Context: an optimization exercise on an open-source flow, tuned for small area. The choices shown serve that exercise and are no tape-out recipe. Function was checked by simulation only, so behaviour that the tests miss may differ from the original. Power figures rest on the tool's default switching activity, not on a simulated workload.

===== flow/design.v =====
module slink_engine (
    input  wire         clk,
    input  wire         rst,           
    input  wire [31:0]  now,           
    input  wire         ev_valid,
    input  wire         ev_level,      
    input  wire [31:0]  ev_tick,
    input  wire         dec_en,
    input  wire         send_valid,
    input  wire [5:0]   send_len,
    input  wire [255:0] send_str,
    input  wire         hw_fail,
    output wire         tx,
    output reg          req_done,
    output reg  [1:0]   req_result,    
    output reg          send_ok,
    output reg          rx_byte_valid,
    output wire [7:0]   rx_byte,
    output reg          rx_stray_valid,
    output wire [2:0]   rx_stray_n,
    output reg          rx_frame_end
);
    localparam       Q_GROUPS = 67;
    localparam [1:0] TX_IDLE  = 2'b00;
    localparam [1:0] TX_GUARD = 2'b01;
    localparam [1:0] TX_SPACE = 2'b10;
    localparam [1:0] TX_MARK  = 2'b11;
    localparam [14:0] TM_END   = 15'h0001;
    localparam [14:0] TM_2400  = 15'h0b57;
    localparam [14:0] TM_600   = 15'h7e99;
    localparam [14:0] TM_1200  = 15'h1f5c;
    localparam [14:0] TM_20000 = 15'h44c3;
    function [31:0] sub32;           
        input [31:0] a;
        input [31:0] b;
        reg          bw;
        integer      k;
        begin
            bw = 1'b0;
            for (k = 0; k < 32; k = k + 1) begin
                sub32[k] = a[k] ^ b[k] ^ bw;
                bw       = (~a[k] & b[k]) | (~(a[k] ^ b[k]) & bw);
            end
        end
    endfunction
    function [7:0] inc8;             
        input [7:0] a;
        reg         cy;
        integer     k;
        begin
            cy = 1'b1;
            for (k = 0; k < 8; k = k + 1) begin
                inc8[k] = a[k] ^ cy;
                cy      = cy & a[k];
            end
        end
    endfunction
    function [6:0] incdec7;          
        input [6:0] a;
        input       up;
        reg         cy;
        integer     k;
        begin
            cy = 1'b1;
            for (k = 0; k < 7; k = k + 1) begin
                incdec7[k] = a[k] ^ cy;
                cy         = cy & (a[k] ^ ~up);
            end
        end
    endfunction
    function [4:0] pack3;
        input [1:0] t0;
        input [1:0] t1;
        input [1:0] t2;
        begin
            case ({t0[1], t1[1], t2[1]})
                3'b000:  pack3 = {2'b00, t2[0], t1[0], t0[0]};
                3'b001:  pack3 = {3'b110, t1[0], t0[0]};
                3'b111:  pack3 = 5'b11100;
                3'b010:  pack3 = {2'b10, 1'b0, t2[0], t0[0]};
                3'b011:  pack3 = {2'b10, 1'b1, 1'b0, t0[0]};
                3'b100:  pack3 = {2'b01, t2[0], t1[0], 1'b0};
                3'b110:  pack3 = {2'b01, t2[0], 2'b01};
                default: pack3 = {2'b01, t1[0], 2'b11};       
            endcase
        end
    endfunction
    function [1:0] unpack3;          
        input [4:0] g;
        input [1:0] k;
        reg   [1:0] t0, t1, t2;
        begin
            case (g[4:3])
                2'b00: begin
                    t0 = {1'b0, g[0]}; t1 = {1'b0, g[1]}; t2 = {1'b0, g[2]};
                end
                2'b11: begin
                    t0 = {g[2], g[0]}; t1 = {g[2], g[1]}; t2 = 2'b10;
                end
                2'b10: begin
                    t0 = {1'b0, g[0]}; t1 = 2'b10;      t2 = {g[2], g[1]};
                end
                default: begin
                    t0 = 2'b10;
                    t1 = {g[0] & ~g[1], g[0] ? g[2] : g[1]};
                    t2 = {g[0] & g[1], g[2]};
                end
            endcase
            unpack3 = (k == 2'd0) ? t0 : (k == 2'd1) ? t1 : t2;
        end
    endfunction
    reg         halted;
    wire        run = !halted && !hw_fail;
    reg [31:0]  last_interrupt_tick;
    reg [31:0]  last_falling_edge_tick;
    reg [7:0]   shreg;
    reg [2:0]   bit_cnt;
    reg         cnt_zero;
    reg         partial_frame;
    reg [5*Q_GROUPS-1:0] q_mem;
    reg [6:0]   q_groups;
    reg [1:0]   q_off;
    reg [1:0]   q_stn;
    reg [1:0]   q_st0;
    reg [1:0]   q_st1;
    reg [1:0]   tx_state;
    reg [127:0] tx_bits;         
    reg [4:0]   tx_nbytes;
    reg [7:0]   tx_idx;          
    reg [14:0]  tx_timer;        
    assign tx         = (tx_state == TX_MARK);
    assign rx_byte    = shreg;
    assign rx_stray_n = bit_cnt;
    wire [31:0] idle_diff = sub32(now, last_falling_edge_tick);
    wire        bus_idle  = (|idle_diff[31:15]) || idle_diff[14:0] > 15'd21800;
    reg         parse_ok;
    reg [127:0] parse_bits;
    reg [7:0]   c;
    reg         hex;
    integer     i;
    always @(*) begin
        parse_ok   = !send_len[0] && (!send_len[5] || send_len[4:0] == 5'd0);
        parse_bits = 128'd0;
        for (i = 0; i < 32; i = i + 1) begin
            c   = send_str[8*i +: 8];
            hex = !c[7] & ((!c[6] & c[5] & c[4] & ~(c[3] & (c[2] | c[1]))) |
                           (c[6] & !c[4] & !c[3] & (c[2] | c[1] | c[0]) & ~(c[2] & c[1] & c[0])));
            if ((i / 2) < send_len[5:1] && !hex)
                parse_ok = 1'b0;
            parse_bits[127 - 4*i] = c[3] | c[6];
            parse_bits[126 - 4*i] = c[2] | (c[6] & ~c[2] & ~c[1] & c[0]);
            parse_bits[125 - 4*i] = c[1] | (c[6] & ~c[2] & ~c[1] & c[0]);
            parse_bits[124 - 4*i] = c[0];
        end
    end
    wire [31:0] since_last_edge = sub32(ev_tick, last_interrupt_tick);
    wire        ev_accept       = ev_valid && ((|since_last_edge[31:7]) || since_last_edge[6:0] >= 7'd100);
    wire [31:0] low_duration    = sub32(ev_tick, last_falling_edge_tick);
    wire        s_hi            = |low_duration[31:12];
    wire        s_gap           = s_hi || low_duration[11:0] >= 12'd2010;
    wire        s_one           = s_hi || low_duration[11:0] >= 12'd910;
    wire [1:0]  s_cls           = {s_gap, s_one};
    wire        q_push          = ev_accept && ev_level;
    wire        q_nogroup = (q_groups == 7'd0);
    wire        q_empty   = q_nogroup && q_stn == 2'd0;
    wire        q_full    = (q_groups == Q_GROUPS &&
                             ((q_off == 2'd1 && q_stn == 2'd0) || (q_off == 2'd2 && q_stn == 2'd1))) ||
                            (q_groups == Q_GROUPS - 1 && q_off == 2'd0 && q_stn == 2'd2);
    wire [5*Q_GROUPS+4:0] q_ext = {q_mem, 5'd0};
    wire [4:0]  q_oldest  = q_ext[5*q_groups +: 5];
    wire [1:0]  head      = q_nogroup ? q_st0 : unpack3(q_oldest, q_off);
    wire        head_gap  = head[1];
    wire        head_one  = head[0];
    wire        dec_sample = dec_en && !q_empty;
    wire        dec_flush  = dec_en && q_empty && partial_frame && bus_idle;
    wire        cnt_nz     = !cnt_zero && bit_cnt != 3'd0;
    wire        q_drop     = dec_sample || (q_push && q_full);
    wire        q_drop_grp = q_drop && !q_nogroup;
    wire        q_drop_st  = q_drop && q_nogroup;
    wire        q_pack     = q_push && !q_drop_st && q_stn == 2'd2;
    wire        q_grp_gone = q_drop_grp && q_off == 2'd2;
    wire        tx_busy   = (tx_state != TX_IDLE) || !bus_idle;
    wire        send_acc  = send_valid && parse_ok && !tx_busy;
    wire        tx_seg_end = (tx_timer == TM_END);
    wire        tx_last    = (tx_idx == {tx_nbytes, 3'b000});
    wire [3:0]  tx_code    = {tx_bits[~{tx_idx[6:2], 2'd0}], tx_bits[~{tx_idx[6:2], 2'd1}],
                              tx_bits[~{tx_idx[6:2], 2'd2}], tx_bits[~{tx_idx[6:2], 2'd3}]};
    wire        tx_letter  = tx_code[3] && tx_code[2:1] != 2'b00;
    wire [2:0]  tx_low     = (tx_code[2:0] == 3'b111) ? 3'b001 : tx_code[2:0];
    wire [3:0]  tx_nibble  = tx_letter ? {1'b1, tx_low[2:0] + 3'd1} : tx_code;
    wire        tx_bit     = tx_nibble[~tx_idx[1:0]];
    always @(posedge clk) begin
        if (q_pack)
            q_mem <= {q_mem[5*Q_GROUPS-6:0], pack3(q_st0, q_st1, s_cls)};
        if (send_acc)
            tx_timer <= TM_2400;
        else if (tx_seg_end && tx_state == TX_MARK)
            tx_timer <= TM_600;
        else if (tx_seg_end && tx_state == TX_SPACE)
            tx_timer <= tx_last ? TM_20000 : tx_bit ? TM_1200 : TM_600;
        else
            tx_timer <= {tx_timer[13:0], tx_timer[14] ^ tx_timer[13]};
        if (tx_state == TX_IDLE) begin
            tx_bits   <= parse_bits;
            tx_nbytes <= send_len[5:1];
        end
        req_result <= {parse_ok && tx_busy, !parse_ok};
        if (rst) begin
            halted                 <= 1'b0;
            last_interrupt_tick    <= 32'd0;
            last_falling_edge_tick <= 32'd0;
            cnt_zero               <= 1'b1;
            partial_frame          <= 1'b0;
            q_groups               <= 7'd0;
            q_off                  <= 2'd0;
            q_stn                  <= 2'd0;
            tx_state               <= TX_IDLE;
            req_done               <= 1'b0;
            send_ok                <= 1'b0;
            rx_byte_valid          <= 1'b0;
            rx_stray_valid         <= 1'b0;
            rx_frame_end           <= 1'b0;
        end else begin
            if (hw_fail)
                halted <= 1'b1;
            req_done       <= run && send_valid;
            send_ok        <= run && tx_state == TX_GUARD && tx_seg_end;
            rx_byte_valid  <= run && dec_sample && !head_gap && !cnt_zero && bit_cnt == 3'd7;
            rx_stray_valid <= run && (dec_flush || (dec_sample && head_gap)) && cnt_nz;
            rx_frame_end   <= run && dec_flush;
            if (dec_sample && !head_gap) begin
                partial_frame <= 1'b1;
                shreg         <= {shreg[6:0], head_one};
                bit_cnt       <= cnt_zero ? 3'd1 : {bit_cnt[2] ^ (bit_cnt[1] & bit_cnt[0]),
                                                    bit_cnt[1] ^ bit_cnt[0], ~bit_cnt[0]};
                cnt_zero      <= 1'b0;
            end else if (dec_sample || dec_flush) begin
                cnt_zero      <= 1'b1;
            end
            if (dec_flush)
                partial_frame <= 1'b0;
            if (q_drop_grp)
                q_off <= (q_off == 2'd2) ? 2'd0 : {q_off[0], ~q_off[0]};
            if (q_pack != q_grp_gone)
                q_groups <= incdec7(q_groups, q_pack);
            if (q_drop_st) begin
                if (q_push) begin
                    if (q_stn == 2'd2) begin
                        q_st0 <= q_st1;
                        q_st1 <= s_cls;
                    end else begin
                        q_st0 <= s_cls;
                    end
                end else begin
                    q_st0 <= q_st1;
                    q_stn <= q_stn - 2'd1;
                end
            end else if (q_push) begin
                if (q_stn == 2'd0)
                    q_st0 <= s_cls;
                else
                    q_st1 <= s_cls;
                q_stn <= q_pack ? 2'd0 : q_stn + 2'd1;
            end
            if (ev_accept) begin
                last_interrupt_tick <= ev_tick;
                if (!ev_level)
                    last_falling_edge_tick <= ev_tick;
            end
            if (send_acc) begin
                tx_state  <= TX_MARK;
                tx_idx    <= 8'd0;
            end else begin
                if (tx_seg_end) begin
                    case (tx_state)
                        TX_MARK: begin
                            tx_state <= TX_SPACE;
                        end
                        TX_GUARD: begin
                            tx_state <= TX_IDLE;
                        end
                        TX_SPACE: begin
                            if (tx_last) begin
                                tx_state <= TX_GUARD;
                            end else begin
                                tx_state <= TX_MARK;
                                tx_idx   <= inc8(tx_idx);
                            end
                        end
                        default: ;
                    endcase
                end
            end
        end
    end
endmodule

===== flow/flow/run.sh =====
#!/bin/bash
# The standard layout (standard.sh, with the standard flow's own synthesis), with these
# changes: the port buffers are the smallest buffer cell; CTS uses one
# clock buffer size, larger sink clusters and no dummy loads; and the
# floorplan step removes synthesis buffers instead of sizing up gates
# against the unplaced, unbuffered netlist.
set -euo pipefail
bash standard.sh \
  "BUFFER_PORTS_ARGS=-buffer_cell sky130_fd_sc_hd__buf_1" \
  "CTS_ARGS=-sink_clustering_enable -repair_clock_nets -dont_use_dummy_load -buf_list sky130_fd_sc_hd__clkbuf_8 -sink_clustering_size 16 -sink_clustering_max_diameter 60" \
  REMOVE_ABC_BUFFERS=1 \
  finish > standard.log 2>&1

===== flow/standard.sh =====
#!/bin/bash
# synth_recipe.tcl (not shown) runs the flow's synth.tcl, then flattens the netlist and writes it again
# the make line also repeats each setting of config.mk as NAME=value (left out here)
make -C /OpenROAD-flow-scripts/flow DESIGN_CONFIG=/design/flow/config.mk WORK_HOME=/design/flow/orfs CLKGATE_MAP_FILE= SYNTH_SCRIPT=/design/flow/synth_recipe.tcl "${@:-finish}"

===== flow/config.mk =====
export PLATFORM = sky130hd
export DESIGN_NAME = slink_engine
export DESIGN_NICKNAME = slink_engine
export VERILOG_FILES = /design/flow/design.v
export SDC_FILE = /design/flow/constraint.sdc
export NUM_CORES = 4
export LEC_CHECK = 0
export CAP_MARGIN = 20
export CORE_MARGIN = 2
export CORE_UTILIZATION = 40
export SLEW_MARGIN = 20

===== flow/constraint.sdc =====
create_clock -name core_clock -period 20.0 [get_ports {clk}]
set_input_delay 4.0000 -clock core_clock [delete_from_list [all_inputs] [get_ports {clk}]]
set_output_delay 4.0000 -clock core_clock [all_outputs]
set_load 0.01 [all_outputs]

==> impl_metrics.ini, run 1 <==
[run_status]
outcome = finished clean

[cells_and_area]
fin_nets = 2806
final-seq-area_sq_um = 16800
diodes = 0
multi_input_area_sq_um = 10700
nFillCells = 6377
drive_above_1_share = 0.103
final_util = 0.447
area_delta_synth_final_pct = 10.8

[timing]
post-route-min-period_ns = 18.08
tightest_slew_ns = 0.979
max-slew-margin-rel = 0.348
hold_violations = 0
finalSetupTns_ns = 0
setup_viol = 0
grt_setup_unrepaired = false
fin_crit_sh = 0.904
maxSlewViolCount = 0
fmax_mhz = 55.3
finalClockSkew_ns = 0.0612

[floorplanning]
io_pins = 352
initial_utilization = 0.403
die_h_microns = 270
fp.dieW_microns = 270
coreArea_sq_um = 69900
row_count = 97
dieArea_sq_um = 72600

[power_and_ir_drop]
ir_drop_mv = 0.0475
leakage_nw = 9.94
p_per_area_nw_per_um2 = 71.8

[drt]
viasPerCell = 5.49
dr_total_vias = 18113
drc = 0
routedWlPerCell_microns = 20.0
wirelength_microns = 66100
drt-pass1-iter-count = 5
ant_nets = 0
drt_iter0_drc = 1290

[yosys]
yosysSeqAreaShare = 0.595
async_flop_share = 0
synth_cell_types = 77
synth_area_leader_cell = edfxtp_1
synth_top_area_share = 0.523
ys_ff_latch = 593
synth_flop_cell = edfxtp_1
synth_area_sq_um = 28200
synth.most_common_cell = edfxtp_1
yosysWarningCount = 1
avgSynthCellArea_sq_um = 14.0
synth_common_cells = 491 x edfxtp_1, 179 x nand2_1, 123 x nor2_1
synthesis.instances = 2017
synth_area_leaders = edfxtp_1 52%, mux4_2 7.9%, dfxtp_1 7.2%
synth_enable_flop_cells = 491

[cts]
cts.sinks = 593
clk_pin_slew_ns = 0.09
numCtsBuffers = 49
clockBufferDepth = 3
cts_resized = 0
post-cts-setup-buffers = 0
clockRootBuffer = clkbuf_8
cts_hold_buf = 0
clkLatencyLatePin_ns = 0.67
cts_tree = done
htree_levels = 2

[global_routing]
grt_pass1_wl_microns = 105000
antenna_found_initial = 0
grt_pass1_vias = 18751
gr-max-usage-layer = met2
grt_use_total = 0.181
gr-total-overflow = 0
grt_max_degree = 94
use_met3 = 0.0272
grt_use_met2 = 0.299
use_met1 = 0.249

[placement]
gp_congestion = 0.921
dpl.hpwl_microns = 47600
port_buffers = 351

[critical_path]
path_common_cell = fa_1
worstSetupStartpointType = input port
slowest_stage = buf_4
r2r_setup_slack_ns = 5.17
worstPathRequired_ns = 20.25
critPathMaxStageDelay_ns = 0.54
path_class = in2reg
worstPathArrival_ns = 18.33
cp_max_fo = 93
cp-end-kind = flip-flop

[hold_path]
hp-class = reg2reg

[flow_run]
drv_cap = 0
-- power by group --
| group | leakage (nW) | internal [W] | switching, W |
|---|---|---|---|
| Clock | 0.352 | 0.000219 | 0.000377 |
| Sequential | 5.13 | 0.00139 | 0.0000265 |
| Combinational | 4.45 | 0.0000948 | 0.000139 |
-- cells by family after synthesis --
| kind of cell | count (synthesis) | synth area share |
|---|---|---|
| adders and majority gates | 113 | 0.0741 |
| xor gates and xnor gates | 19 | 0.00590 |
| and+or+nand+nor | 573 | 0.100 |
| AOI/OAI and AO/OA | 353 | 0.0857 |
| muxes | 183 | 0.112 |
| DFF | 593 | 0.595 |
| buffers and inverters | 183 | 0.0267 |
-- registers in the layout, summed over array words and instances (netlist names) --
register / cells
q_stn: 2
req_result: 2
tx_state: 2
rx_byte_valid: 1
q_off: 2
tx_bits: 128
q_st0: 2
halted: 1
last_falling_edge_tick: 32
shreg: 8
req_done: 1
partial_frame: 1
tx_idx: 8
send_ok: 1
rx_stray_valid: 1
bit_cnt: 3
cnt_zero: 1
q_st1: 2
tx_nbytes: 5
rx_frame_end: 1
q_groups: 7
q_mem: 335
last_interrupt_tick: 32
tx_timer: 15
-- metal layers --
layer | routed length, microns | part of all wire
met1 | 28700 | 0.43
met2 | 32500 | 0.49
met3 | 3460 | 0.052
met4 | 1500 | 0.023
met5 | 0 | 0
-- final timing paths --
path | cells past startpoint | to | from
max | 47 | q_mem[206] | ev_tick[0]
min | 0 | q_mem[238] | q_mem[233]
max reg2reg | 45 | q_mem[206] | last_interrupt_tick[0]
min reg2reg | 0 | q_mem[238] | q_mem[233]
-- cells in the final DEF (no fill, tap or decap), drive strengths merged, types with 6 or more instances in the layout --
cell type / netlist / routed
inv: 106 / 106
dfxtp: 102 / 102
o22ai: 9 / 9
mux2: 14 / 14
a31oi: 33 / 33
nand3b: 15 / 15
o311ai: 14 / 14
a22oi: 9 / 9
nor4: 13 / 13
o21ai: 41 / 41
or2: 38 / 38
xor2: 7 / 7
and3: 11 / 11
mux2i: 66 / 66
a31o: 6 / 6
nand4: 24 / 24
o21bai: 67 / 67
nor2b: 25 / 25
clkbuf: 44 / 49
a21oi: 81 / 81
a221oi: 12 / 12
fa: 90 / 90
mux4: 103 / 103
nand3: 39 / 39
or3: 23 / 23
a211o: 12 / 12
nand2b: 30 / 30
edfxtp: 491 / 491
and2: 15 / 15
a2111oi: 7 / 7
nor3: 20 / 20
buf: 32 / 368
nand2: 179 / 179
ha: 23 / 23
nor2: 123 / 123
xnor2: 12 / 12
a211oi: 12 / 12
-- final cells by class --
type	count	area share
inverter	107	0.0131
sequential	593	0.538
tap	940	0.0376
timing repair buffer	368	0.0475
multi-input combinational	1241	0.343
clock buffer	49	0.0216
-- metrics by stage --
stage	total power (W)	area (sq um)	setup WS [ns]	hold WS, ns	instances
2_1_floorplan	0.00158	27800	-5.51	0.416	1941
3_3_place_gp	0.00167	30600	1.60	0.424	3249
3_5_place_dp	0.00168	30600	1.29	0.426	3249
4_1_cts	0.00227	31200	1.99	0.412	3298
5_1_grt	0.00234	31200	1.27	0.428	3298
6_report	0.00224	31200	1.92	0.417	3298
-- worst max-delay path, delay by kind of cell --
| kind | cells | cell delay, ns |
|---|---|---|
| AND/OR/NAND/NOR | 2 | 0.56 |
| buffers and inverters | 10 | 2.08 |
| adder cells (fa/ha/maj) | 32 | 10.97 |
| XOR/XNOR | 2 | 0.32 |
| AO/OA/AOI/OAI | 1 | 0.19 |
==> inputs of run 2 (changes only) <==
==> flow/flow/run.sh (replaced) <==
#!/bin/bash
# The standard layout (standard.sh, with the standard flow's own synthesis script), with
# these changes:
# - synthesis maps the logic with ABC for area (flow/abc_area.script: three
#   rounds of choice computation and area-oriented mapping) in place of
#   ORFS's delay-oriented script; everything else in synthesis, and so every
#   register, is as in the standard synthesis;
# - the port buffers are the smallest buffer cell;
# - CTS uses clkbuf_8 only, larger sink clusters and no dummy loads;
# - the floorplan step removes synthesis buffers instead of sizing up gates
#   against the unplaced, unbuffered netlist.
# Each step's full output is in synth.log / layout.log here, and ORFS's own
# logs under orfs/logs.
set -euo pipefail
work=$(pwd)
rm -rf "$work/abc_scripts"
cp -r "$FLOW_HOME/scripts" "$work/abc_scripts"
cp "$work/flow/abc_area.script" "$work/abc_scripts/abc_speed.script"
bash standard.sh "SCRIPTS_DIR=$work/abc_scripts" synth > synth.log 2>&1
bash standard.sh \
  "BUFFER_PORTS_ARGS=-buffer_cell sky130_fd_sc_hd__buf_1" \
  "CTS_ARGS=-sink_clustering_enable -repair_clock_nets -dont_use_dummy_load -buf_list sky130_fd_sc_hd__clkbuf_8 -sink_clustering_size 16 -sink_clustering_max_diameter 60" \
  REMOVE_ABC_BUFFERS=1 \
  finish > layout.log 2>&1
==> flow/flow/abc_area.script (new file) <==
strash
dch -f
map -a
strash
dch -f
map -a
strash
dch -f
map -a
topo
==> run 2 against run 1 <==
Total power increased by 8.3%. Critical endpoint is now q_mem[153]. Die area shrank 4.5%. Clock skew is 0.0019 ns lower. Setup slack got worse by 0.38 ns. Synthesized area down 4.5%. Sequential power rose by 3%. Highest routed layer unchanged. Final cell count rose by 8.3%. Still clean. Sequential cell count stayed put. Via count grew 11%.
==> impl_metrics.ini, run 2 <==
[floorplanning]
dieArea_sq_um = 69400
initial_utilization = 0.402
coreArea_sq_um = 66900
row_count = 95
die_h_microns = 263
fp.dieW_microns = 263
io_pins = 352

[critical_path]
worstSetupStartpointType = input port
path_common_cell = fa_1
slowest_stage = buf_4
cp-end-kind = flip-flop
path_class = in2reg
worstPathArrival_ns = 18.71
cp_max_fo = 100
worstPathRequired_ns = 20.25
critPathMaxStageDelay_ns = 0.86

[yosys]
synthesis.instances = 2274
synth_top_area_share = 0.548
synth.most_common_cell = edfxtp_1
synth_flop_cell = edfxtp_1
synth_area_leader_cell = edfxtp_1
synth_area_sq_um = 26900
synth_cell_types = 46
avgSynthCellArea_sq_um = 11.8
async_flop_share = 0
synth_enable_flop_cells = 491
synth_common_cells = 491 x edfxtp_1, 288 x clkinv_1, 233 x o21ai_0
ys_ff_latch = 593
synth_area_leaders = edfxtp_1 55%, dfxtp_1 7.6%, fa_1 6.7%
yosysWarningCount = 1
yosysSeqAreaShare = 0.623

[power_and_ir_drop]
power_w = 0.00243
p_per_area_nw_per_um2 = 80.1
ir_drop_mv = 0.0530
leakage_nw = 9.37

[global_routing]
antenna_found_initial = 1
grt_pass1_vias = 20435
grt_pass1_wl_microns = 111000
grt_use_total = 0.200
grt_max_degree = 137
gr-total-overflow = 0

[placement]
dp_slack_ns = 0.893
port_buffers = 351
dp.cells = 3522
gp_congestion = 0.931
dpl.hpwl_microns = 49300

[cts]
post-cts-setup-buffers = 0
clkLatencyLatePin_ns = 0.66
cts_resized = 0
clockBufferDepth = 3
cts_tree = done
cts_hold_buf = 0
clockRootBuffer = clkbuf_8
clk_pin_slew_ns = 0.09
numCtsBuffers = 48
htree_levels = 2
cts.sinks = 593

[cells_and_area]
fin_cells = 3573
drive_above_1_share = 0.0393
mostFrequentLayoutCells = 491 x edfxtp_1, 351 x buf_1, 287 x clkinv_1
final_common_cell = edfxtp_1
largest_register_ffs = 335
area_delta_synth_final_pct = 12.6
fin_nets = 3146
largest-register = q_mem
top_regs = q_mem x335, tx_bits x128

[timing]
fin_crit_sh = 0.923
post-route-min-period_ns = 18.46
finalSetupTns_ns = 0
worst_slack_ns = 1.54
tightest_slew_ns = 0.977
finalClockSkew_ns = 0.0594
max-slew-margin-rel = 0.345
grt_setup_unrepaired = false
hold_violations = 0
setup_viol = 0
maxSlewViolCount = 0
fmax_mhz = 54.2

[drt]
routedWlPerCell_microns = 19.8
dr_total_vias = 20062
ant_nets = 0
viasPerCell = 5.61
drt_iter0_drc = 1698
drt-pass1-iter-count = 5
wirelength_microns = 70800
drc = 0

[hold_path]
hp-class = reg2reg

[flow_run]
drv_cap = 0

[run_status]
outcome = finished clean
-- run 2: cell types whose count changed after synthesis, sizes merged, moves of 29 or more --
| cell | delta |
|---|---|
| inv | -106 |
| buf | -32 |
| nor2 | +62 |
| clkbuf | -44 |
| mux4 | -103 |
| or2 | -29 |
| mux2i | -66 |
| a22oi | +141 |
| nand3 | +52 |
| o21ai | +192 |
| nand2b | -30 |
| o21bai | -61 |
| a21oi | +104 |
| clkinv | +287 |
-- run 2: final cells by class --
class,instances,area (sq um)
Inverter,288,1090
Sequential cell,593,16800
Multi-Input combinational cell,1393,9110
Clock buffer,48,661
Tap cell,873,1090
Fill cell,6192,36600
Timing Repair Buffer,376,1570
Antenna cell,2,5.00
-- run 2: per-stage QoR --
| step | area (sq um) | util | hold slack (ns) |
|---|---|---|---|
| after floorplan | 26900 | - | 0.403 |
| after global placement | 29600 | 0.442 | 0.411 |
| after detailed placement | 29600 | 0.443 | 0.421 |
| after CTS | 30300 | 0.453 | 0.426 |
| after global routing | 30300 | 0.453 | 0.434 |
| final | 30300 | 0.453 | 0.422 |
-- run 2: critical path, delay by kind of cell --
family,cells,cell delay (ns)
compound gates,1,0.21
buf+inv,9,2.00
simple gates,7,1.32
fa+ha+maj,32,11.11
-- run 2: path summary, 6_finish.rpt --
path                               start     endpoint  slack [ns]  depth (start not counted)
setup reg to reg  last_interrupt_tick[0]   q_mem[153]        4.83                         47
hold / removal               tx_timer[4]  tx_timer[5]        0.42                          2
hold reg to reg              tx_timer[4]  tx_timer[5]        0.42                          2
setup / recovery              ev_tick[0]   q_mem[153]        1.54                         49
-- run 2: per-layer routing --
metal,vias up,track usage,routed length [microns]
li1,9319,-,-
met1,9956,0.266,30400
met2,680,0.345,35200
met3,107,0.0275,3720
met4,0,0.0537,1430
met5,-,0,0
-- run 2: power breakdown --
group	internal, W	total (W)	switching [W]
sequential	0.00142	0.00145	0.0000376
clock	0.000215	0.000592	0.000378
combinational	0.000130	0.000383	0.000253
total	0.00176	0.00243	0.000669
-- run 2: logic make-up (layout without fill, tap and decap cells) --
group / after synthesis / after routing / synth area share
flip-flops: 593 / 593 / 0.623
other: 0 / 2 / 0
AO/OA/AOI/OAI: 735 / 735 / 0.170
buffers and inverters: 288 / 712 / 0.0402
XOR/XNOR: 9 / 9 / 0.00293
adder cells (fa/ha/maj): 113 / 113 / 0.0776
AND/OR/NAND/NOR: 536 / 536 / 0.0859
==> inputs of run 3 (changes only) <==
--- a/flow/flow/run.sh
+++ b/flow/flow/run.sh
@@ -1,7 +1,7 @@
 #!/bin/bash
 # The standard layout (standard.sh, with the standard flow's own synthesis script), with
 # these changes:
-# - synthesis maps the logic with ABC for area (flow/abc_area.script: three
+# - synthesis maps the logic with ABC for area (flow/abc_area.script:
 #   rounds of choice computation and area-oriented mapping) in place of
 #   ORFS's delay-oriented script; everything else in synthesis, and so every
 #   register, is as in the standard synthesis;
@@ -20,5 +20,5 @@
 bash standard.sh \
   "BUFFER_PORTS_ARGS=-buffer_cell sky130_fd_sc_hd__buf_1" \
   "CTS_ARGS=-sink_clustering_enable -repair_clock_nets -dont_use_dummy_load -buf_list sky130_fd_sc_hd__clkbuf_8 -sink_clustering_size 16 -sink_clustering_max_diameter 60" \
-  REMOVE_ABC_BUFFERS=1 \
+  REMOVE_ABC_BUFFERS=1 CAP_MARGIN=0 SLEW_MARGIN=0 \
   finish > layout.log 2>&1
==> flow/flow/abc_area.script (replaced) <==
strash
dch -f
map -a
strash
dch -f
map -a
strash
dch -f
map -a
strash
dch -f
amap -F 2 -m
strash
dch -f
amap -F 2 -m
topo
==> run 3 against run 2 <==
Core utilization is 0.11 points higher. Hold slack better by 0.016 ns. Clock-buffer cell count is 1 lower. Synthesized area is 1.5% lower. Critical path depth is 3 higher. Clock power is 2% lower. Non-clock buffer count is 3 higher. First-iteration DRC count is 9.8% lower. Final cell count is 6.9% lower. Global-route usage hardly changed. Die area is 1.5% lower. Critical path type unchanged. Critical endpoint is now q_mem[120]. Largest cell class unchanged.
==> impl_metrics.ini, run 3 <==
[drt]
drt-pass1-iter-count = 5
drc = 0
routedWlPerCell_microns = 20.9
ant_nets = 0
dr_total_vias = 19257
drt_iter0_drc = 1531
viasPerCell = 5.79
wirelength_microns = 69500

[critical_path]
worstPathRequired_ns = 20.28
cp_max_fo = 149
path_class = in2reg
r2r_setup_slack_ns = 4.58
critPathMaxStageDelay_ns = 0.61
reg2reg_depth = 50
worstSetupStartpointType = input port
slowest_stage = buf_12
worstPathArrival_ns = 18.96
cp-end-kind = flip-flop
r2r_end = q_mem[120]
reg2reg_from = last_interrupt_tick[0]
path_common_cell = fa_1

[cells_and_area]
largest_register_ffs = 335
largest-register = q_mem
fin_nets = 2911
drive_above_1_share = 0.0337
top_regs = q_mem x335, tx_bits x128
fin_area_sq_um = 29900
diodes = 0
area_delta_synth_final_pct = 12.6
mostFrequentLayoutCells = 491 x edfxtp_1, 350 x buf_1, 194 x clkinv_1
final_util = 0.454
final_common_cell = edfxtp_1

[yosys]
yosysSeqAreaShare = 0.633
synth_common_cells = 491 x edfxtp_1, 195 x clkinv_1, 139 x nor2_1
synthAdderAreaFrac = 0.0788
synthSimpleGateAreaFrac = 0.0767
synth_xor_area_frac = 0.000330
synth_cell_types = 53
avgSynthCellArea_sq_um = 13.0
ys_ff_latch = 593
synth_top_family_by_area = compound AO/OA/AOI/OAI gates
synth_area_leaders = edfxtp_1 56%, dfxtp_1 7.7%, fa_1 6.8%
synth_area_sq_um = 26500
synth_top_area_share = 0.556
synthesis.instances = 2037
synth_flop_cell = edfxtp_1
synth_enable_flop_cells = 491
async_flop_share = 0
synth_area_leader_cell = edfxtp_1
synth_compound_area_frac = 0.184
synth.most_common_cell = edfxtp_1
yosysWarningCount = 1
synthMuxAreaShare = 0

[timing]
finalClockSkew_ns = 0.0628
grt_setup_unrepaired = false
setup_viol = 0
fin_crit_sh = 0.934
max-slew-margin-rel = 0.314
hold_violations = 0
post-route-min-period_ns = 18.68
fmax_mhz = 53.5
maxSlewViolCount = 0
tightest_slew_ns = 1.03

[floorplanning]
initial_utilization = 0.403
die_h_microns = 262
io_pins = 352
coreArea_sq_um = 65700
row_count = 94
dieArea_sq_um = 68400
fp.dieW_microns = 262

[cts]
htree_levels = 2
numCtsBuffers = 47
cts_hold_buf = 0
cts_resized = 0
clk_pin_slew_ns = 0.10
post-cts-setup-buffers = 0
cts_tree = done
clockBufferDepth = 3
cts.sinks = 593
clockRootBuffer = clkbuf_8
clkLatencyLatePin_ns = 0.66

[placement]
dpl.hpwl_microns = 48000
port_buffers = 351
place_area_sq_um = 29200
gp_congestion = 0.938

[power_and_ir_drop]
leakage_nw = 9.14
p_per_area_nw_per_um2 = 82.0
ir_drop_mv = 0.0503

[run_status]
outcome = finished clean

[global_routing]
antenna_found_initial = 1
grt_max_degree = 150
grt_pass1_vias = 19251
gr-total-overflow = 0
grt_use_total = 0.201
grt_pass1_wl_microns = 108000

[hold_path]
holdPathStages = 0
hold_start = q_mem[25]
holdPathEnd = q_mem[30]
hp-class = reg2reg

[flow_run]
drv_cap = 0
-- run 3: changes by cell type in the layout (fill, tap and decap cells not counted), sizes merged, moves of 54 or more --
cell	previous run	this run
nand2	173	95
o21ai	233	119
a22oi	150	33
nand3	91	26
o22ai	13	83
a21oi	185	131
clkinv	287	194
-- run 3: how the worst max path moves through the flow --
stage / startpoint / endpoint / depth (start not counted)
after floorplan: ev_tick[0] / q_groups[6] / 48
after global placement: ev_tick[0] / q_groups[6] / 59
after detailed placement: ev_tick[0] / q_groups[5] / 57
after CTS: ev_tick[0] / q_groups[5] / 57
after global routing: ev_tick[0] / q_groups[6] / 59
final: ev_tick[0] / q_mem[120] / 52
-- run 3: cell families (layout without fill, tap and decap cells) --
kind of cell / Yosys count / in the layout
AOI/OAI and AO/OA: 704 / 704
DFF: 593 / 593
and+or+nand+nor: 431 / 431
buffers and inverters: 195 / 621
adders and majority gates: 113 / 113
xor gates and xnor gates: 1 / 1
-- run 3: layout make-up --
cell class              instances  area [sq um]
fillers                      5973         35900
repair buffers                379          1550
clock buffers                  47           647
flip-flops and latches        593         16800
multi-input cells            1249          9050
inverters                     195           739
well taps                     864          1080
-- run 3: metrics by stage --
stage	power [W]	hold WS [ns]	worst slack [ns]	cells	TNS [ns]
2_1_floorplan	0.00175	0.404	-6.96	2037	-2263.30
3_3_place_gp	0.00188	0.416	1.04	3280	0
3_5_place_dp	0.00189	0.426	0.668	3280	0
4_1_cts	0.00247	0.432	1.37	3327	0
5_1_grt	0.00257	0.447	0.370	3327	0
6_report	0.00245	0.438	1.32	3327	0
-- run 3: per-layer routing --
layer,up-vias,routed length (microns),GRT usage
met5,-,12,0
met4,2,1740,0.0587
met3,115,3790,0.0278
met2,646,34400,0.339
met1,9618,29500,0.271
li1,8876,-,-
-- run 3: report_power, final --
part / switching (W) / internal (W)
logic: 0.000258 / 0.000144
registers: 0.0000431 / 0.00142
clock network: 0.000372 / 0.000210
total: 0.000673 / 0.00178
-- run 3: critical path, delay by kind of cell --
kind            cells  cell delay (ns)
fa+ha+maj          32            11.14
buf+inv            12             2.07
simple gates        5             0.84
compound gates      3             0.65
==> inputs of run 4 (changes only) <==
--- a/flow/flow/run.sh
+++ b/flow/flow/run.sh
@@ -20,5 +20,5 @@
 bash standard.sh \
   "BUFFER_PORTS_ARGS=-buffer_cell sky130_fd_sc_hd__buf_1" \
   "CTS_ARGS=-sink_clustering_enable -repair_clock_nets -dont_use_dummy_load -buf_list sky130_fd_sc_hd__clkbuf_8 -sink_clustering_size 16 -sink_clustering_max_diameter 60" \
-  REMOVE_ABC_BUFFERS=1 CAP_MARGIN=0 SLEW_MARGIN=0 \
+  REMOVE_ABC_BUFFERS=1 CORE_UTILIZATION=60 PLACE_DENSITY=0.7 \
   finish > layout.log 2>&1
==> run 4 against run 3 <==
Core utilization is 22 points higher. Clock-buffer cell count is 1 lower. Register-to-register slack worse by 0.03 ns. Total power is 0.70% lower. Synthesized cell count stayed put. Critical path depth is 7 higher. Combinational power hardly changed. Design area is 1.2% lower. Hold slack worse by 0.029 ns.
==> impl_metrics.ini, run 4 <==
[run_status]
outcome = finished clean

[cells_and_area]
fin_nets = 2909
top_regs = q_mem x335, tx_bits x128
area_delta_synth_final_pct = 11.2
nFillCells = 3372
mostFrequentLayoutCells = 491 x edfxtp_1, 350 x buf_1, 194 x clkinv_1
fin_cells = 3060
largest_register_ffs = 335
largest-register = q_mem
final_common_cell = edfxtp_1
drive_above_1_share = 0.0329

[global_routing]
grt_max_degree = 176
grt_use_total = 0.294
grt_pass1_wl_microns = 106000
grt_pass1_vias = 19142
gr-total-overflow = 0
antenna_found_initial = 7

[critical_path]
critPathMaxStageDelay_ns = 0.49
slowest_stage = fa_1
path_common_cell = fa_1
path_class = in2reg
worstPathArrival_ns = 19.25
cp_max_fo = 52
worstSetupStartpointType = input port
cp-end-kind = flip-flop
worstPathRequired_ns = 20.55

[floorplanning]
dieArea_sq_um = 45900
fp.dieW_microns = 214
io_pins = 352
coreArea_sq_um = 43900
row_count = 77
initial_utilization = 0.604
die_h_microns = 214

[yosys]
synth_top_area_share = 0.556
yosysSeqAreaShare = 0.633
avgSynthCellArea_sq_um = 13.0
async_flop_share = 0
synth_flop_cell = edfxtp_1
synth_cell_types = 53
synth_area_leader_cell = edfxtp_1
yosysWarningCount = 1
synth_common_cells = 491 x edfxtp_1, 195 x clkinv_1, 139 x nor2_1
synth_enable_flop_cells = 491
synthesis.instances = 2037
synth_area_leaders = edfxtp_1 56%, dfxtp_1 7.7%, fa_1 6.8%
ys_ff_latch = 593
synth_area_sq_um = 26500
synth.most_common_cell = edfxtp_1

[cts]
cts_tree = done
cts_hold_buf = 0
clockBufferDepth = 3
post-cts-setup-buffers = 0
clkLatencyLatePin_ns = 0.66
numCtsBuffers = 46
clockRootBuffer = clkbuf_8
cts_resized = 0
cts.sinks = 593
clk_pin_slew_ns = 0.10
htree_levels = 2

[drt]
wirelength_microns = 67800
dr_total_vias = 19296
drt_iter0_drc = 1825
drt-pass1-iter-count = 6
viasPerCell = 6.31
ant_nets = 0
drc = 0
routedWlPerCell_microns = 22.1

[timing]
grt_setup_unrepaired = false
hold_violations = 0
fmax_mhz = 53.5
maxSlewViolCount = 0
finalClockSkew_ns = 0.0866
hold_ws_ns = 0.409
post-route-min-period_ns = 18.70
max-slew-margin-rel = 0.270
fin_crit_sh = 0.935
setup_viol = 0
tightest_slew_ns = 1.09

[placement]
port_buffers = 351
gp_congestion = 0.988
dpl.hpwl_microns = 48100
dp.cells = 3007

[hold_path]
hp-class = reg2reg

[flow_run]
drv_cap = 0

[power_and_ir_drop]
leakage_nw = 9.13
p_per_area_nw_per_um2 = 82.5
ir_drop_mv = 0.0550
==> run 4: cell counts after synthesis <==
No cell type changed its count.
==> run 4: layout make-up <==
cell class | instances | area (sq um) | area share
antenna | 7 | 17.5 | 0.000594
inverter | 195 | 739 | 0.0251
clock buffer | 46 | 633 | 0.0215
tap | 592 | 741 | 0.0251
timing repair buffer | 378 | 1530 | 0.0520
multi-input combinational | 1249 | 9050 | 0.307
sequential | 593 | 16800 | 0.569
==> run 4: path summary, 6_finish.rpt <==
| path | from | endpoint | slack [ns] | cells after the start |
|---|---|---|---|---|
| worst min-delay path | shreg[1] | shreg[2] | 0.41 | 0 |
| worst max-delay path | ev_tick[0] | q_groups[6] | 1.30 | 59 |
| worst max register to register | last_interrupt_tick[0] | q_groups[6] | 4.55 | 57 |
| worst min register to register | shreg[1] | shreg[2] | 0.41 | 0 |
==> run 4: per-stage QoR <==
step / power [W] / utilization / setup slack, ns / cell area (sq um) / setup TNS, ns
3_3_place_gp: 0.00187 / 0.657 / 1.08 / 28900 / 0
6_report: 0.00243 / 0.672 / 1.30 / 29500 / 0
5_1_grt: 0.00255 / 0.671 / 0.568 / 29500 / 0
4_1_cts: 0.00245 / 0.671 / 1.44 / 29500 / 0
3_5_place_dp: 0.00189 / 0.657 / 0.750 / 28900 / 0
2_1_floorplan: 0.00175 / - / -6.96 / 26500 / -2263.30
==> run 4: routing by layer <==
layer / wire, microns / vias up / track usage
li1: - / 8858 / -
met1: 27500 / 9556 / 0.395
met2: 33400 / 743 / 0.490
met3: 4370 / 137 / 0.0471
met4: 2500 / 2 / 0.111
met5: 16 / - / 0
==> run 4: logic make-up (layout without fill, tap and decap cells) <==
| kind of cell | Yosys count | count (layout) | share of synthesized area |
|---|---|---|---|
| fa+ha+maj | 113 | 113 | 0.0788 |
| xor+xnor | 1 | 1 | 0.000330 |
| simple gates | 431 | 431 | 0.0767 |
| buf+inv | 195 | 619 | 0.0276 |
| other cells | 0 | 7 | 0 |
| compound gates | 704 | 704 | 0.184 |
| flops | 593 | 593 | 0.633 |
==> run 4: power breakdown <==
group | switching (W) | internal, W
combinational | 0.000255 | 0.000144
clock | 0.000363 | 0.000206
sequential | 0.0000416 | 0.00142
total | 0.000660 | 0.00177
==> run 4: worst max-delay path: cells and delay by family <==
family	cells	cell delay (ns)
AND/OR/NAND/NOR	7	0.99
buffers and inverters	13	1.73
AO/OA/AOI/OAI	7	1.36
adder cells (fa/ha/maj)	32	11.13
==> inputs of run 5 (changes only) <==
--- a/flow/flow/run.sh
+++ b/flow/flow/run.sh
@@ -20,5 +20,5 @@
 bash standard.sh \
   "BUFFER_PORTS_ARGS=-buffer_cell sky130_fd_sc_hd__buf_1" \
   "CTS_ARGS=-sink_clustering_enable -repair_clock_nets -dont_use_dummy_load -buf_list sky130_fd_sc_hd__clkbuf_8 -sink_clustering_size 16 -sink_clustering_max_diameter 60" \
-  REMOVE_ABC_BUFFERS=1 CORE_UTILIZATION=60 PLACE_DENSITY=0.7 \
+  REMOVE_ABC_BUFFERS=1 \
   finish > layout.log 2>&1
==> run 5 against run 4 <==
Clock-buffer cell count rose by 1. Clock skew fell by 0.024 ns. Sequential power barely moved. Register-to-register slack improved by 0.03 ns. Via count fell by 0.20%. Setup slack improved by 0.023 ns. Die area rose by 49%. Combinational power barely moved. Global-route usage fell by 9.4 points.
==> impl_metrics.ini, run 5 <==
[run_status]
outcome = finished clean

[cells_and_area]
drive_above_1_share = 0.0337
area_delta_synth_final_pct = 12.6
fin_nets = 2911
multi_input_area_sq_um = 9050
top_regs = q_mem x335, tx_bits x128
mostFrequentLayoutCells = 491 x edfxtp_1, 350 x buf_1, 194 x clkinv_1
final_common_cell = edfxtp_1
fin_area_sq_um = 29900
nFillCells = 5973
largest-register = q_mem
diodes = 0
final-seq-area_sq_um = 16800
final_util = 0.454
largest_register_ffs = 335

[timing]
fmax_mhz = 53.5
setup_viol = 0
tightest_slew_ns = 1.03
post-route-min-period_ns = 18.68
maxSlewViolCount = 0
fin_crit_sh = 0.934
grt_setup_unrepaired = false
max-slew-margin-rel = 0.314
hold_ws_ns = 0.438
hold_violations = 0
finalClockSkew_ns = 0.0628
worst_slack_ns = 1.32

[hold_path]
hp-class = reg2reg

[critical_path]
worstPathArrival_ns = 18.96
worstSetupStartpointType = input port
critPathTopFamily = adder cells
cp_max_fo = 149
critPathMaxStageDelay_ns = 0.61
path_common_cell = fa_1
path_class = in2reg
cp_num_buf_inv = 12
slowest_stage = buf_12
worstPathRequired_ns = 20.28
cp-end-kind = flip-flop

[drt]
viasPerCell = 5.79
ant_nets = 0
wirelength_microns = 69500
dr_total_vias = 19257
drc = 0
routedWlPerCell_microns = 20.9
drt_iter0_drc = 1531
drt-pass1-iter-count = 5

[cts]
numCtsBuffers = 47
clockRootBuffer = clkbuf_8
cts_resized = 0
clockBufferDepth = 3
post-cts-setup-buffers = 0
htree_levels = 2
clkLatencyLatePin_ns = 0.66
clk_pin_slew_ns = 0.10
cts_hold_buf = 0
cts_tree = done
cts.sinks = 593

[placement]
gp_congestion = 0.938
port_buffers = 351
dpl.hpwl_microns = 48000
dp_slack_ns = 0.668
place_area_sq_um = 29200

[global_routing]
grt_pass1_wl_microns = 108000
grt_max_degree = 150
grt_pass1_vias = 19251
gr-total-overflow = 0
antenna_found_initial = 1
grt_use_total = 0.201

[yosys]
synthesis.instances = 2037
synth_xor_area_frac = 0.000330
synth_area_leaders = edfxtp_1 56%, dfxtp_1 7.7%, fa_1 6.8%
synthSimpleGateAreaFrac = 0.0767
yosysWarningCount = 1
synth_compound_area_frac = 0.184
ys_ff_latch = 593
synth_top_area_share = 0.556
synth_cell_types = 53
synth_common_cells = 491 x edfxtp_1, 195 x clkinv_1, 139 x nor2_1
synth.most_common_cell = edfxtp_1
synth_enable_flop_cells = 491
synth_area_sq_um = 26500
avgSynthCellArea_sq_um = 13.0
synthMuxAreaShare = 0
synth_area_leader_cell = edfxtp_1
yosysSeqAreaShare = 0.633
synth_flop_cell = edfxtp_1
async_flop_share = 0
synthAdderAreaFrac = 0.0788
synth_top_family_by_area = compound AO/OA/AOI/OAI gates

[power_and_ir_drop]
p_per_area_nw_per_um2 = 82.0
power_w = 0.00245
leakage_nw = 9.14
ir_drop_mv = 0.0503

[flow_run]
drv_cap = 0

[floorplanning]
io_pins = 352
row_count = 94
initial_utilization = 0.403
fp.dieW_microns = 262
die_h_microns = 262
dieArea_sq_um = 68400
coreArea_sq_um = 65700
[run 5: cell counts after synthesis]
No cell type changed its count.
[run 5: cell type report]
| type | count | share of cell area |
|---|---|---|
| clock buffers | 47 | 0.0217 |
| multi-input cells | 1249 | 0.303 |
| inverters | 195 | 0.0248 |
| flip-flops and latches | 593 | 0.562 |
| repair buffers | 379 | 0.0520 |
| well taps | 864 | 0.0362 |
[run 5: final timing paths]
kind                          start  cells after the start         end  slack, ns
max                      ev_tick[0]                     52  q_mem[120]       1.32
min reg2reg               q_mem[25]                      0   q_mem[30]       0.44
min                       q_mem[25]                      0   q_mem[30]       0.44
max reg2reg  last_interrupt_tick[0]                     50  q_mem[120]       4.58
[run 5: report_power, final]
part	internal [W]	leakage (nW)	switching [W]
Combinational	0.000144	3.67	0.000258
Clock	0.000210	0.338	0.000372
Sequential	0.00142	5.13	0.0000431
[run 5: cell families after synthesis]
kind of cell	count (synthesis)
adders and majority gates	113
and+or+nand+nor	431
AOI/OAI and AO/OA	704
DFF	593
buffers and inverters	195
xor gates and xnor gates	1
[run 5: per-stage QoR]
step,setup TNS [ns],instances
3_5_place_dp,0,3280
3_3_place_gp,0,3280
6_report,0,3327
4_1_cts,0,3327
5_1_grt,0,3327
2_1_floorplan,-2263.30,2037
[run 5: per-layer routing]
metal | track usage | vias to the layer above | part of all wire
li1 | - | 8876 | -
met1 | 0.271 | 9618 | 0.42
met3 | 0.0278 | 115 | 0.055
met4 | 0.0587 | 2 | 0.025
met5 | 0 | - | 0.00017
met2 | 0.339 | 646 | 0.50
==> inputs of run 6 (changes only) <==
--- a/flow/flow/run.sh
+++ b/flow/flow/run.sh
@@ -19,6 +19,6 @@
 bash standard.sh "SCRIPTS_DIR=$work/abc_scripts" synth > synth.log 2>&1
 bash standard.sh \
   "BUFFER_PORTS_ARGS=-buffer_cell sky130_fd_sc_hd__buf_1" \
-  "CTS_ARGS=-sink_clustering_enable -repair_clock_nets -dont_use_dummy_load -buf_list sky130_fd_sc_hd__clkbuf_8 -sink_clustering_size 16 -sink_clustering_max_diameter 60" \
+  "CTS_ARGS=-sink_clustering_enable -repair_clock_nets -dont_use_dummy_load -buf_list sky130_fd_sc_hd__clkbuf_8 -sink_clustering_size 18 -sink_clustering_max_diameter 70" \
   REMOVE_ABC_BUFFERS=1 \
   finish > layout.log 2>&1
==> run 6 against run 5 <==
Still clean on timing, DRC and antenna. Sequential share of layout area grew 0.13 points. Sequential power hardly changed. Combinational power barely moved. Setup slack improved by 0.015 ns. Sequential cell count stayed put. Synthesized area did not move. Critical endpoint is now q_mem[305].
==> impl_metrics.ini, run 6 <==
[run_status]
outcome = finished clean

[critical_path]
path_class = in2reg
critPathMaxStageDelay_ns = 0.61
worstPathRequired_ns = 20.23
worstSetupStartpointType = input port
r2r_setup_slack_ns = 4.60
reg2reg_from = last_interrupt_tick[0]
slowest_stage = buf_12
cp-end-kind = flip-flop
reg2reg_depth = 50
path_common_cell = fa_1
cp_max_fo = 149
r2r_end = q_mem[305]
worstPathArrival_ns = 18.89

[cells_and_area]
largest_register_ffs = 335
fin_nets = 2906
multi_input_area_sq_um = 9050
largest-register = q_mem
drive_above_1_share = 0.0317
final_util = 0.453
final_common_cell = edfxtp_1
fin_area_sq_um = 29800
area_delta_synth_final_pct = 12.3
top_regs = q_mem x335, tx_bits x128
mostFrequentLayoutCells = 491 x edfxtp_1, 350 x buf_1, 194 x clkinv_1
final-seq-area_sq_um = 16800
nFillCells = 5979

[timing]
setup_viol = 0
max-slew-margin-rel = 0.332
tightest_slew_ns = 0.998
maxSlewViolCount = 0
finalClockSkew_ns = 0.0667
finalSetupTns_ns = 0
grt_setup_unrepaired = false
fin_crit_sh = 0.933
hold_violations = 0
fmax_mhz = 53.6
post-route-min-period_ns = 18.66

[yosys]
synth_enable_flop_cells = 491
avgSynthCellArea_sq_um = 13.0
synth_area_sq_um = 26500
synth_area_leader_cell = edfxtp_1
yosysSeqAreaShare = 0.633
synth_area_leaders = edfxtp_1 56%, dfxtp_1 7.7%, fa_1 6.8%
yosysWarningCount = 1
synthesis.instances = 2037
synth_flop_cell = edfxtp_1
async_flop_share = 0
ys_ff_latch = 593
synth_top_area_share = 0.556
synth_cell_types = 53
synth.most_common_cell = edfxtp_1
synth_common_cells = 491 x edfxtp_1, 195 x clkinv_1, 139 x nor2_1

[cts]
cts.sinks = 593
post-cts-setup-buffers = 0
clockRootBuffer = clkbuf_8
clk_pin_slew_ns = 0.11
cts_hold_buf = 0
clkLatencyLatePin_ns = 0.67
htree_levels = 2
cts_tree = done
numCtsBuffers = 42
clockBufferDepth = 3
cts_resized = 0

[floorplanning]
die_h_microns = 262
io_pins = 352
fp.dieW_microns = 262
row_count = 94
coreArea_sq_um = 65700
dieArea_sq_um = 68400
initial_utilization = 0.403

[global_routing]
grt_use_met2 = 0.340
gr-max-usage-layer = met2
use_met1 = 0.269
use_met3 = 0.0292
grt_use_total = 0.200
grt_max_degree = 150
grt_pass1_wl_microns = 108000
antenna_found_initial = 3
gr-total-overflow = 0
grt_pass1_vias = 19160

[hold_path]
hold_start = q_mem[295]
hp-class = reg2reg
holdPathEnd = q_mem[300]
holdPathStages = 0

[placement]
gp_congestion = 0.938
dpl.hpwl_microns = 48000
place_area_sq_um = 29200
port_buffers = 351

[drt]
drt_iter0_drc = 1550
ant_nets = 0
routedWlPerCell_microns = 20.8
viasPerCell = 5.78
dr_total_vias = 19218
drt-pass1-iter-count = 8
wirelength_microns = 69200
drc = 0

[power_and_ir_drop]
p_per_area_nw_per_um2 = 81.4
leakage_nw = 9.11
power_w = 0.00242
ir_drop_mv = 0.0473

[flow_run]
drv_cap = 0
-- run 6: worst max-delay path, delay by kind of cell --
family	cells	cell delay (ns)
AO/OA/AOI/OAI	3	0.64
buffers and inverters	12	2.07
adder cells (fa/ha/maj)	32	11.10
AND/OR/NAND/NOR	5	0.84
-- run 6: final cells by class --
type	instances	area share
flip-flops and latches	593	0.563
multi-input cells	1249	0.304
repair buffers	379	0.0522
well taps	864	0.0363
inverters	195	0.0248
clock buffers	42	0.0194
diodes	1	0.0000840
-- run 6: through the flow --
step / std cells / hold slack [ns] / setup slack [ns]
final: 3323 / 0.387 / 1.34
after CTS: 3322 / 0.391 / 1.40
after floorplan: 2037 / 0.404 / -6.96
after global placement: 3280 / 0.416 / 1.04
after detailed placement: 3280 / 0.426 / 0.668
after global routing: 3322 / 0.410 / 0.414
-- run 6: routing by layer --
metal | up-vias | share of wire | wire length [microns]
met1 | 9609 | 0.42 | 29100
met2 | 622 | 0.50 | 34300
met4 | 4 | 0.026 | 1780
met3 | 120 | 0.057 | 3950
met5 | - | 0.00035 | 24
li1 | 8863 | - | -
-- run 6: cells by family (layout without fill, tap and decap cells) --
family,Yosys count,in the layout,share of synthesized area
AOI/OAI and AO/OA,704,704,0.184
DFF,593,593,0.633
and+or+nand+nor,431,431,0.0767
buffers and inverters,195,616,0.0276
adders and majority gates,113,113,0.0788
xor gates and xnor gates,1,1,0.000330
other,0,1,0
-- run 6: report_power, final --
group | switching [W] | internal [W]
Combinational | 0.000258 | 0.000144
Sequential | 0.0000430 | 0.00142
Clock | 0.000368 | 0.000189
-- run 6: how the worst max path moves through the flow --
stage	slack, ns	to	start
after floorplan	-6.96	q_groups[6]	ev_tick[0]
after global placement	1.04	q_groups[6]	ev_tick[0]
after detailed placement	0.67	q_groups[5]	ev_tick[0]
after CTS	1.40	q_groups[5]	ev_tick[0]
after global routing	0.41	q_groups[6]	ev_tick[0]
final	1.34	q_mem[305]	ev_tick[0]
==> inputs of run 7 (changes only) <==
--- a/flow/flow/run.sh
+++ b/flow/flow/run.sh
@@ -6,7 +6,7 @@
 #   ORFS's delay-oriented script; everything else in synthesis, and so every
 #   register, is as in the standard synthesis;
 # - the port buffers are the smallest buffer cell;
-# - CTS uses clkbuf_8 only, larger sink clusters and no dummy loads;
+# - CTS uses clkbuf_4 only, larger sink clusters and no dummy loads;
 # - the floorplan step removes synthesis buffers instead of sizing up gates
 #   against the unplaced, unbuffered netlist.
 # Each step's full output is in synth.log / layout.log here, and ORFS's own
@@ -19,6 +19,6 @@
 bash standard.sh "SCRIPTS_DIR=$work/abc_scripts" synth > synth.log 2>&1
 bash standard.sh \
   "BUFFER_PORTS_ARGS=-buffer_cell sky130_fd_sc_hd__buf_1" \
-  "CTS_ARGS=-sink_clustering_enable -repair_clock_nets -dont_use_dummy_load -buf_list sky130_fd_sc_hd__clkbuf_8 -sink_clustering_size 18 -sink_clustering_max_diameter 70" \
+  "CTS_ARGS=-sink_clustering_enable -repair_clock_nets -dont_use_dummy_load -buf_list sky130_fd_sc_hd__clkbuf_4 -sink_clustering_size 10 -sink_clustering_max_diameter 40" \
   REMOVE_ABC_BUFFERS=1 \
   finish > layout.log 2>&1
==> run 7 against run 6 <==
Register-to-register slack about the same. First-iteration DRC count down 12%. Fmax rose by 0.94%. Combinational power barely moved. Critical endpoint is now q_mem[300]. Still clean. Critical path depth is the same. Design area is 0.38% higher. Sequential cell count is the same. Wire length up 0.87%. Sequential share of layout area fell by 0.21 points.
==> impl_metrics.ini, run 7 <==
[critical_path]
critPathMaxStageDelay_ns = 0.62
worstPathArrival_ns = 18.94
worstPathRequired_ns = 20.45
path_class = in2reg
cp-end-kind = flip-flop
path_common_cell = fa_1
cp_max_fo = 149
slowest_stage = buf_12
worstSetupStartpointType = input port

[global_routing]
gr-max-usage-layer = met2
use_met1 = 0.270
grt_use_met2 = 0.339
gr-total-overflow = 0
grt_max_degree = 150
grt_pass1_vias = 19542
grt_use_total = 0.203
antenna_found_initial = 5
use_met3 = 0.0380
grt_pass1_wl_microns = 109000

[cells_and_area]
final-seq-area_sq_um = 16800
final_common_cell = edfxtp_1
top_regs = q_mem x335, tx_bits x128
nFillCells = 6007
mostFrequentLayoutCells = 491 x edfxtp_1, 350 x buf_1, 194 x clkinv_1
final_util = 0.455
fin_cells = 3375
fin_area_sq_um = 29900
fin_nets = 2955
drive_above_1_share = 0.0507
largest-register = q_mem
largest_register_ffs = 335
area_delta_synth_final_pct = 12.8
multi_input_area_sq_um = 9050

[timing]
post-route-min-period_ns = 18.49
worst_slack_ns = 1.51
fin_crit_sh = 0.925
setup_viol = 0
maxSlewViolCount = 0
hold_violations = 0
finalClockSkew_ns = 0.0937
fmax_mhz = 54.1
max-slew-margin-rel = 0.310
tightest_slew_ns = 1.03
hold_ws_ns = 0.411
grt_setup_unrepaired = false

[drt]
ant_nets = 0
viasPerCell = 5.79
routedWlPerCell_microns = 20.7
wirelength_microns = 69800
dr_total_vias = 19539
drc = 0
drt-pass1-iter-count = 6
drt_iter0_drc = 1368

[yosys]
synth_area_leaders = edfxtp_1 56%, dfxtp_1 7.7%, fa_1 6.8%
synth_top_area_share = 0.556
yosysWarningCount = 1
synth_enable_flop_cells = 491
synth_area_leader_cell = edfxtp_1
synth_area_sq_um = 26500
yosysSeqAreaShare = 0.633
async_flop_share = 0
synth_flop_cell = edfxtp_1
ys_ff_latch = 593
synthesis.instances = 2037
avgSynthCellArea_sq_um = 13.0
synth_cell_types = 53
synth.most_common_cell = edfxtp_1
synth_common_cells = 491 x edfxtp_1, 195 x clkinv_1, 139 x nor2_1

[placement]
place_area_sq_um = 29200
dp_slack_ns = 0.668
dp.cells = 3280
gp_congestion = 0.938
port_buffers = 351
dpl.hpwl_microns = 48000

[cts]
clockRootBuffer = clkbuf_4
clockBufferDepth = 3
cts.sinks = 593
cts_resized = 0
htree_levels = 3
post-cts-setup-buffers = 0
clk_pin_slew_ns = 0.11
cts_hold_buf = 0
clkLatencyLatePin_ns = 0.86
cts_tree = done
numCtsBuffers = 91

[floorplanning]
coreArea_sq_um = 65700
fp.dieW_microns = 262
die_h_microns = 262
io_pins = 352
dieArea_sq_um = 68400
row_count = 94
initial_utilization = 0.403

[power_and_ir_drop]
power_frac_seq = 0.595
switching_share = 0.280
p_int_w = 0.00177
clock_power_share = 0.242
comb_power_share = 0.163
p_sw_w = 0.000691
leakage_nw = 9.22
p_per_area_nw_per_um2 = 82.4
ir_drop_mv = 0.0497

[flow_run]
drv_cap = 0

[run_status]
outcome = finished clean

[hold_path]
hp-class = reg2reg
run 7: cell counts after synthesis:
Identical to the previous run, type by type.
run 7: final timing paths:
| kind | startpoint | endpoint | slack, ns | depth (start not counted) |
|---|---|---|---|---|
| max | ev_tick[0] | q_mem[300] | 1.51 | 52 |
| min | q_mem[169] | q_mem[174] | 0.41 | 0 |
| max reg2reg | last_interrupt_tick[0] | q_mem[300] | 4.60 | 50 |
| min reg2reg | q_mem[169] | q_mem[174] | 0.41 | 0 |
run 7: logic make-up after synthesis:
logic type               share of synthesized area
AO/OA/AOI/OAI                                0.184
XOR/XNOR                                  0.000330
AND/OR/NAND/NOR                             0.0767
buffers and inverters                       0.0276
adder cells (fa/ha/maj)                     0.0788
flip-flops                                   0.633
run 7: area by class of cell:
class | instances | area share
Sequential cell | 593 | 0.561
Multi-Input combinational cell | 1249 | 0.303
Timing Repair Buffer | 379 | 0.0520
Tap cell | 864 | 0.0361
Inverter | 195 | 0.0247
Clock buffer | 91 | 0.0228
Antenna cell | 4 | 0.000335
run 7: power groups by stage:
stage               registers (W)  logic (W)  clock network, W
global placement          0.00149   0.000390                 0
floorplan                 0.00150   0.000251                 0
detailed placement        0.00149   0.000402                 0
CTS                       0.00147   0.000404          0.000624
global route              0.00147   0.000450          0.000674
finish                    0.00147   0.000402          0.000597
run 7: worst max-delay path, delay by kind of cell:
family,cells,cell delay (ns)
adders and majority gates,32,11.19
buffers and inverters,12,2.08
and+or+nand+nor,5,0.84
AOI/OAI and AO/OA,3,0.65
run 7: layer usage:
metal	vias to the layer above	routed length, microns
met5	-	16
met4	2	1510
met3	121	4330
met2	715	34600
met1	9689	29300
li1	9012	-
run 7: through the flow:
stage | power [W] | setup TNS, ns
after floorplan | 0.00175 | -2263.30
after global placement | 0.00188 | 0
after detailed placement | 0.00189 | 0
after CTS | 0.00249 | 0
after global routing | 0.00260 | 0
final | 0.00246 | 0

## afterwards: timing with drivers on the ports
How much do the figures lean on ideal ports? The routed layouts below were timed once more, with nothing changed but the port constraints.
Step 1 sets driving cells, clkbuf_16 on the clock port and buf_2 on the other inputs (assumed; they add their load-dependent delay and slew).
Step 2 times the ports against the registers' clock, not the clock port: input delays grow and output delays shrink by t, the midpoint of the rising clock arrivals with the driver on.
Three values: no drivers, after step 1, after step 2; two values: the first two.
| run | t (ns) | setup WS [ns] | worst hold slack (ns) | worst setup path at the end |
|---|---|---|---|---|
| run 1 | 0.696 | 1.921 / 1.952 / 1.256 | 0.417 / 0.417 / 0.417 | input to register |
| run 2 | 0.686 | 1.539 / 1.564 / 0.878 | 0.422 / 0.422 / 0.422 | input to register |
| run 3 | 0.683 | 1.321 / 1.352 / 0.668 | 0.438 / 0.438 / 0.438 | input to register |
| run 4 | 0.674 | 1.298 / 1.327 / 0.653 | 0.409 / 0.409 / 0.409 | input to register |
| run 5 | 0.683 | 1.321 / 1.352 / 0.668 | 0.438 / 0.438 / 0.438 | input to register |
| run 6 | 0.685 | 1.336 / 1.364 / 0.679 | 0.387 / 0.387 / 0.387 | input to register |
| run 7 | 0.866 | 1.509 / 1.538 / 0.672 | 0.411 / 0.411 / 0.411 | input to register |
After both steps setup and hold are still met in every run listed. The setup slack of run 7, which loses most, moves by +0.029 ns with the drivers and by -0.837 ns with both steps.
